What follows belongs to an exercise in optimizing a design on an open flow for small area, a short achievable clock period and few clock cycles; a production flow would make more cautious choices.

## nickel
==> flow/design.v <==
module rle_tx_encoder (
    input  wire        clk,
    input  wire        rst,         
    input  wire        start,       
    input  wire        seg_new,     
    input  wire [15:0] width,       
    output wire        ready,
    output reg         rd_en,
    output reg  [15:0] rd_addr,
    input  wire [23:0] rd_data,
    output reg         out_valid,
    output reg  [7:0]  out_data,
    input  wire        out_ready,
    output wire [31:0] chk_value,
    output wire [31:0] byte_count
);
    localparam [16:0] X = 17'd65513;
    localparam        D = 4;             
    reg        rdy;
    reg [15:0] w;
    assign ready = rdy;
    wire accept = rdy && start;
    reg        rtag_s;        
    reg        rtag_last;
    reg        s1v, s1last;             
    reg        f1v;                     
    reg        p2v, p2last;             
    reg        e2;                      
    reg [15:0] sa;            
    reg        sdone;         
    reg [23:0] prev;
    reg [15:0] ea;            
    reg [23:0] pix;
    reg        pv;            
    reg [1:0]  bsel;          
    reg        ekind;
    reg [6:0]  erem;          
    reg [7:0]  fm [0:D-1];
    reg [2:0]  fwp, frp;      
    wire [2:0] fcnt   = fwp - frp;
    wire       fempty = (fwp == frp);
    wire       ffull  = (fwp == {~frp[2], frp[1:0]});
    wire [7:0] fhead  = fm[frp[1:0]];
    reg [1:0]  open;          
    reg [6:0]  pcnt;          
    reg        eprev;         
    reg [1:0]  fin;           
    reg        pdone;         
    reg [31:0] bc;
    reg        av;
    reg        ld;            
    assign byte_count = bc;
    wire ofree = !out_valid || out_ready;
    wire xfer  = out_valid && out_ready;
    reg        do_proc, ej, nej;
    reg        push;
    reg [7:0]  pdesc;
    reg [1:0]  open_n;
    reg [6:0]  pcnt_n;
    always @(*) begin
        do_proc = 1'b0;
        ej      = eprev;
        nej     = 1'b0;
        if (fin == 2'd1) begin
            do_proc = !ffull;
        end else if (p2v && open != 2'd3) begin
            do_proc = 1'b1;
            nej     = e2;
        end
        push   = 1'b0;
        pdesc  = {open[1], pcnt};
        open_n = open;
        pcnt_n = pcnt;
        if (do_proc) begin
            if (open == 2'd2 && pcnt != 7'd127 && ej) begin
                pcnt_n = pcnt + 7'd1;
            end else if (open == 2'd1 && pcnt != 7'd127 && !nej) begin
                pcnt_n = pcnt + 7'd1;
            end else begin
                push   = (open != 2'd0);
                open_n = nej ? 2'd2 : 2'd1;
                pcnt_n = 7'd0;
            end
        end
        if (p2v && open == 2'd3)
            open_n = 2'd0;
        if (fin == 2'd2 && !ffull) begin
            push   = 1'b1;
            open_n = 2'd0;
        end
    end
    wire pop = (bsel == 2'd0) && pv && !fempty && ofree;
    wire busy_fetch = (rd_en && !rtag_s) || f1v;
    wire fetch_req  = !rdy && (ea != w) && !busy_fetch && (!pv || bsel != 2'd0);
    wire [2:0] occ  = fcnt + {2'b0, rd_en && rtag_s} + {2'b0, s1v} + {2'b0, push};
    wire scan_req   = !rdy && !sdone && (occ < D);
    wire [15:0] sa_inc = sa + 16'd1;
    always @(posedge clk) begin
        if (rst) begin
            rd_en  <= 1'b0;
            s1v    <= 1'b0;
            f1v    <= 1'b0;
            p2v    <= 1'b0;
            sdone  <= 1'b1;
        end else begin
            s1v     <= rd_en && rtag_s;
            s1last  <= rtag_last;
            f1v     <= rd_en && !rtag_s;
            p2v     <= s1v;
            p2last  <= s1last;
            if (accept) begin
                rd_en  <= 1'b0;
                sa     <= 16'd0;
                sdone  <= 1'b0;
            end else if (fetch_req) begin
                rd_en   <= 1'b1;
            end else if (scan_req) begin
                rd_en      <= 1'b1;
                sa         <= sa_inc;
                sdone      <= (sa_inc == w);
            end else begin
                rd_en <= 1'b0;
            end
        end
    end
    always @(posedge clk) begin
        rd_addr   <= fetch_req ? ea : sa;
        rtag_s    <= !fetch_req;
        rtag_last <= (sa_inc == w);
    end
    always @(posedge clk) begin
        if (s1v)
            prev <= rd_data;
        e2 <= (rd_data == prev);
    end
    always @(posedge clk) begin
        if (rst) begin
            fwp   <= 3'd0;
            frp   <= 3'd0;
            fin   <= 2'd0;
            pdone <= 1'b1;
            open  <= 2'd0;
        end else begin
            if (push) begin
                fm[fwp[1:0]] <= pdesc;
                fwp          <= fwp + 3'd1;
            end
            if (pop)
                frp <= frp + 3'd1;
            open <= open_n;
            pcnt <= pcnt_n;
            if (accept) begin
                pdone <= 1'b0;
                open  <= 2'd3;
            end
            if (p2v) begin
                eprev <= e2;
                if (p2last)
                    fin <= 2'd1;
            end
            if (fin == 2'd1 && !ffull)
                fin <= 2'd2;
            if (fin == 2'd2 && !ffull) begin
                fin   <= 2'd0;
                pdone <= 1'b1;
            end
        end
    end
    wire cap = f1v && (!pv || (bsel == 2'd3 && ofree));
    wire load = ofree && (bsel == 2'd0 ? (pv && !fempty) : (bsel != 2'd1 || pv));
    reg [7:0] byte_n;
    always @(*) begin
        case (bsel)
            2'd0:    byte_n = fhead;
            2'd1:    byte_n = pix[7:0];
            2'd2:    byte_n = pix[15:8];
            default: byte_n = pix[23:16];
        endcase
    end
    wire        ea_skip = (bsel == 2'd0) && pv;
    wire [15:0] ea_add  = ea + (ea_skip ? {9'd0, fhead[6:0]} : 16'd1);
    always @(posedge clk) begin
        if (rst) begin
            pv        <= 1'b0;
            bsel      <= 2'd0;
            out_valid <= 1'b0;
        end else begin
            if (accept)
                ea <= 16'd0;
            else if ((pop && fhead[7]) || cap)
                ea <= ea_add;
            if (cap)
                pix <= rd_data;
            if (load)
                out_data <= byte_n;
            if (ofree) begin
                out_valid <= 1'b0;
                case (bsel)
                    2'd0: if (pv && !fempty) begin
                        out_valid <= 1'b1;
                        ekind     <= fhead[7];
                        erem      <= fhead[6:0];
                        bsel      <= 2'd1;
                    end
                    2'd1: if (pv) begin
                        out_valid <= 1'b1;
                        bsel      <= 2'd2;
                    end
                    2'd2: begin
                        out_valid <= 1'b1;
                        bsel      <= 2'd3;
                    end
                    default: begin
                        out_valid <= 1'b1;
                        if (!ekind && erem != 7'd0) begin
                            erem <= erem - 7'd1;
                            bsel <= 2'd1;
                        end else begin
                            bsel <= 2'd0;
                        end
                    end
                endcase
            end
            if (cap)
                pv <= 1'b1;
            else if (ofree && bsel == 2'd3)
                pv <= 1'b0;
        end
    end
    wire row_end = pdone && fempty && bsel == 2'd0 && !out_valid && !ld;
    wire settled;
    reg  nrm;                                
    always @(posedge clk) begin
        if (rst) begin
            rdy <= 1'b1;
            nrm <= 1'b0;
        end else if (accept) begin
            rdy <= 1'b0;
            w   <= width;
        end else begin
            nrm <= !rdy && row_end && !(nrm && settled);
            if (nrm && settled)
                rdy <= 1'b1;
        end
    end
    reg [7:0]  al, ah, bl, bh;
    reg [1:0]  ka, kb;
    reg [5:0]  fa23, fb23;    
    reg [15:0] ci;
    reg [8:0]  vl;
    reg [7:0]  vh;
    assign chk_value = {ah, al, bh, bl};
    assign settled   = (ka == 2'd0) && (fa23 == 6'd0) && (kb == 2'd0) && (fb23 == 6'd0);
    function [5:0] x23;
        input [1:0] k;
        case (k)
            2'd0:    x23 = 6'd0;
            2'd1:    x23 = 6'd23;
            default: x23 = 6'd46;
        endcase
    endfunction
    wire        a_ge  = (ah == 8'hff) && (al >= 8'he9);
    wire        b_ge  = (bh == 8'hff) && (bl >= 8'he9);
    wire        fix_b = settled && b_ge;   
    wire [9:0]  al_n  = {2'b0, al} + {2'b0, vl[7:0]} + {4'b0, fa23};
    wire [9:0]  ah_n  = {2'b0, ah} + {2'b0, vh} + {8'd0, ka} + {9'd0, vl[8]};
    wire [9:0]  bl_n  = {2'b0, bl} + {2'b0, al} + {4'b0, fa23} + {4'b0, fb23};
    wire [9:0]  bh_n  = {2'b0, bh} + {2'b0, ah} + {8'd0, ka} + {8'd0, kb};
    wire [9:0]  bl_f  = {2'b0, bl} + {4'b0, fb23 | {1'b0, fix_b, 1'b0, fix_b, fix_b, fix_b}};
    wire [9:0]  bh_f  = {2'b0, bh} + {8'd0, kb | {1'b0, fix_b}};
    wire [15:0] i_next = (ci == 16'd65512) ? 16'd0 : ci + 16'd1;
    wire [8:0]  vl_n  = {1'b0, ci[7:0]} + {1'b0, byte_n};
    always @(posedge clk) begin
        if (rst || (accept && seg_new)) begin
            al <= 8'd0;  ah <= 8'd0;  ka <= 2'd0;  fa23 <= 6'd0;
            bl <= 8'd1;  bh <= 8'd0;  kb <= 2'd0;  fb23 <= 6'd0;
            ci <= 16'd1;
            bc <= 32'd0;
            ld <= 1'b0;
            av <= 1'b0;
            vl <= 9'd0;
            vh <= 8'd0;
        end else begin
            ld <= load;
            av <= ld;
            if (load) begin
                vl <= vl_n;
                vh <= ci[15:8];
                ci <= i_next;
            end else begin
                vl <= 9'd0;
                vh <= 8'd0;
            end
            if (ld)
                bc <= bc + 32'd1;
            if (nrm && settled) begin
                if (a_ge) begin ah <= 8'd0; al <= al - 8'he9; end
            end else if (ld || nrm) begin
                {ka, al} <= al_n;
                ah       <= ah_n[7:0];
                fa23     <= x23(ah_n[9:8]);
            end
            if (av) begin
                {kb, bl} <= bl_n;
                bh       <= bh_n[7:0];
                fb23     <= x23(bh_n[9:8]);
            end else if (nrm) begin
                bl   <= bl_f[7:0];
                bh   <= bh_f[7:0];
                kb   <= fix_b ? 2'd0 : bl_f[9:8];
                fb23 <= fix_b ? 6'd0 : x23(bh_f[9:8]);
            end
        end
    end
endmodule
clock: 10.0 ns
lec_check: 0
cap_margin: 20
core_margin: 2
core_utilization: 65
cts_buf_list: sky130_fd_sc_hd__clkbuf_16
cts_cluster_size: 30
slew_margin: 20
standard.sh (not shown) runs the stock make flow with config.mk's settings and CLKGATE_MAP_FILE= SYNTH_SCRIPT=/design/flow/synth_recipe.tcl, a recipe that flattens the netlist after the stock synthesis.
==> flow/flow/run.sh <==
#!/bin/bash
# Standard ORFS layout with stronger port buffers and a tighter repair target.
set -euo pipefail
export BUFFER_PORTS_ARGS="-buffer_cell sky130_fd_sc_hd__buf_2"
export SETUP_SLACK_MARGIN=6.8
bash standard.sh > flow_make.log 2>&1
nickel ended with every stage complete and zero timing, DRC or antenna violations.
## Diff of input files: xenon against nickel
--- a/flow/design.v
+++ b/flow/design.v
@@ -22,12 +22,11 @@
     wire accept = rdy && start;
     reg        rtag_s;        
     reg        rtag_last;
     reg        s1v, s1last;             
     reg        f1v;                     
-    reg        p2v, p2last;             
-    reg        e2;                      
+    wire       e2;                      
     reg [15:0] sa;            
     reg        sdone;         
     reg [23:0] prev;
     reg [15:0] ea;            
     reg [23:0] pix;
@@ -61,11 +60,11 @@
         do_proc = 1'b0;
         ej      = eprev;
         nej     = 1'b0;
         if (fin == 2'd1) begin
             do_proc = !ffull;
-        end else if (p2v && open != 2'd3) begin
+        end else if (s1v && open != 2'd3) begin
             do_proc = 1'b1;
             nej     = e2;
         end
         push   = 1'b0;
         pdesc  = {open[1], pcnt};
@@ -80,36 +79,33 @@
                 push   = (open != 2'd0);
                 open_n = nej ? 2'd2 : 2'd1;
                 pcnt_n = 7'd0;
             end
         end
-        if (p2v && open == 2'd3)
+        if (s1v && open == 2'd3)
             open_n = 2'd0;
         if (fin == 2'd2 && !ffull) begin
             push   = 1'b1;
             open_n = 2'd0;
         end
     end
     wire pop = (bsel == 2'd0) && pv && !fempty && ofree;
     wire busy_fetch = (rd_en && !rtag_s) || f1v;
     wire fetch_req  = !rdy && (ea != w) && !busy_fetch && (!pv || bsel != 2'd0);
-    wire [2:0] occ  = fcnt + {2'b0, rd_en && rtag_s} + {2'b0, s1v} + {2'b0, push};
+    wire [2:0] occ  = fcnt + {2'b0, rd_en && rtag_s} + {2'b0, s1v};
     wire scan_req   = !rdy && !sdone && (occ < D);
     wire [15:0] sa_inc = sa + 16'd1;
     always @(posedge clk) begin
         if (rst) begin
             rd_en  <= 1'b0;
             s1v    <= 1'b0;
             f1v    <= 1'b0;
-            p2v    <= 1'b0;
             sdone  <= 1'b1;
         end else begin
             s1v     <= rd_en && rtag_s;
             s1last  <= rtag_last;
             f1v     <= rd_en && !rtag_s;
-            p2v     <= s1v;
-            p2last  <= s1last;
             if (accept) begin
                 rd_en  <= 1'b0;
                 sa     <= 16'd0;
                 sdone  <= 1'b0;
             end else if (fetch_req) begin
@@ -126,38 +122,38 @@
     always @(posedge clk) begin
         rd_addr   <= fetch_req ? ea : sa;
         rtag_s    <= !fetch_req;
         rtag_last <= (sa_inc == w);
     end
+    assign e2 = (rd_data == prev);
     always @(posedge clk) begin
         if (s1v)
             prev <= rd_data;
-        e2 <= (rd_data == prev);
     end
     always @(posedge clk) begin
         if (rst) begin
             fwp   <= 3'd0;
             frp   <= 3'd0;
             fin   <= 2'd0;
             pdone <= 1'b1;
             open  <= 2'd0;
         end else begin
-            if (push) begin
+            if (!ffull)
                 fm[fwp[1:0]] <= pdesc;
-                fwp          <= fwp + 3'd1;
-            end
+            if (push)
+                fwp <= fwp + 3'd1;
             if (pop)
                 frp <= frp + 3'd1;
             open <= open_n;
             pcnt <= pcnt_n;
             if (accept) begin
                 pdone <= 1'b0;
                 open  <= 2'd3;
             end
-            if (p2v) begin
+            if (s1v) begin
                 eprev <= e2;
-                if (p2last)
+                if (s1last)
                     fin <= 2'd1;
             end
             if (fin == 2'd1 && !ffull)
                 fin <= 2'd2;
             if (fin == 2'd2 && !ffull) begin
==> comparison <==
Every run (xenon and nickel) finished clean.
On final cell count, nickel tracks xenon almost exactly.
xenon has worst hold-check slack below what nickel had.
nickel has a lower arrival time reported for the critical path endpoint than xenon.
Summary of xenon over nickel: aggregate routed wire length fell about 2.4%; setup fix buffers added after clock tree synthesis fell 3.
Post-route worst setup slack, xenon and nickel: higher on nickel
Across both runs, cell count after placement was higher for xenon than for nickel.
No functional check of the RTL was part of any run of this note.

-- what the ideal ports hide --
In the flow no input, the clock included, has a driving cell. The finished layouts below were timed again as built, in two steps.
Step 1, drivers: a clkbuf_16 drives clk and a buf_2 each remaining input, both assumed.
Step 2 also shifts input and output timing later by t, the mid clock arrival at the registers, as if the neighbouring blocks saw the same clock.
a / b / c = ideal / step 1 / step 2; a / b = the first two.
| run | shift t [ns] | setup slack, ns | worst setup path after step 2 | worst slew at a driven data input, ns |
|---|---|---|---|---|
| nickel | 0.550 | 6.662 / 6.662 / 6.300 | input to register | 0.05 |
| xenon | 0.544 | 6.605 / 6.627 / 6.083 | input to register | 0.05 |
After both steps setup and hold are still met in every run listed. For xenon, which loses most, drivers alone change the setup slack by +0.022 ns; drivers and shift together by -0.522 ns.
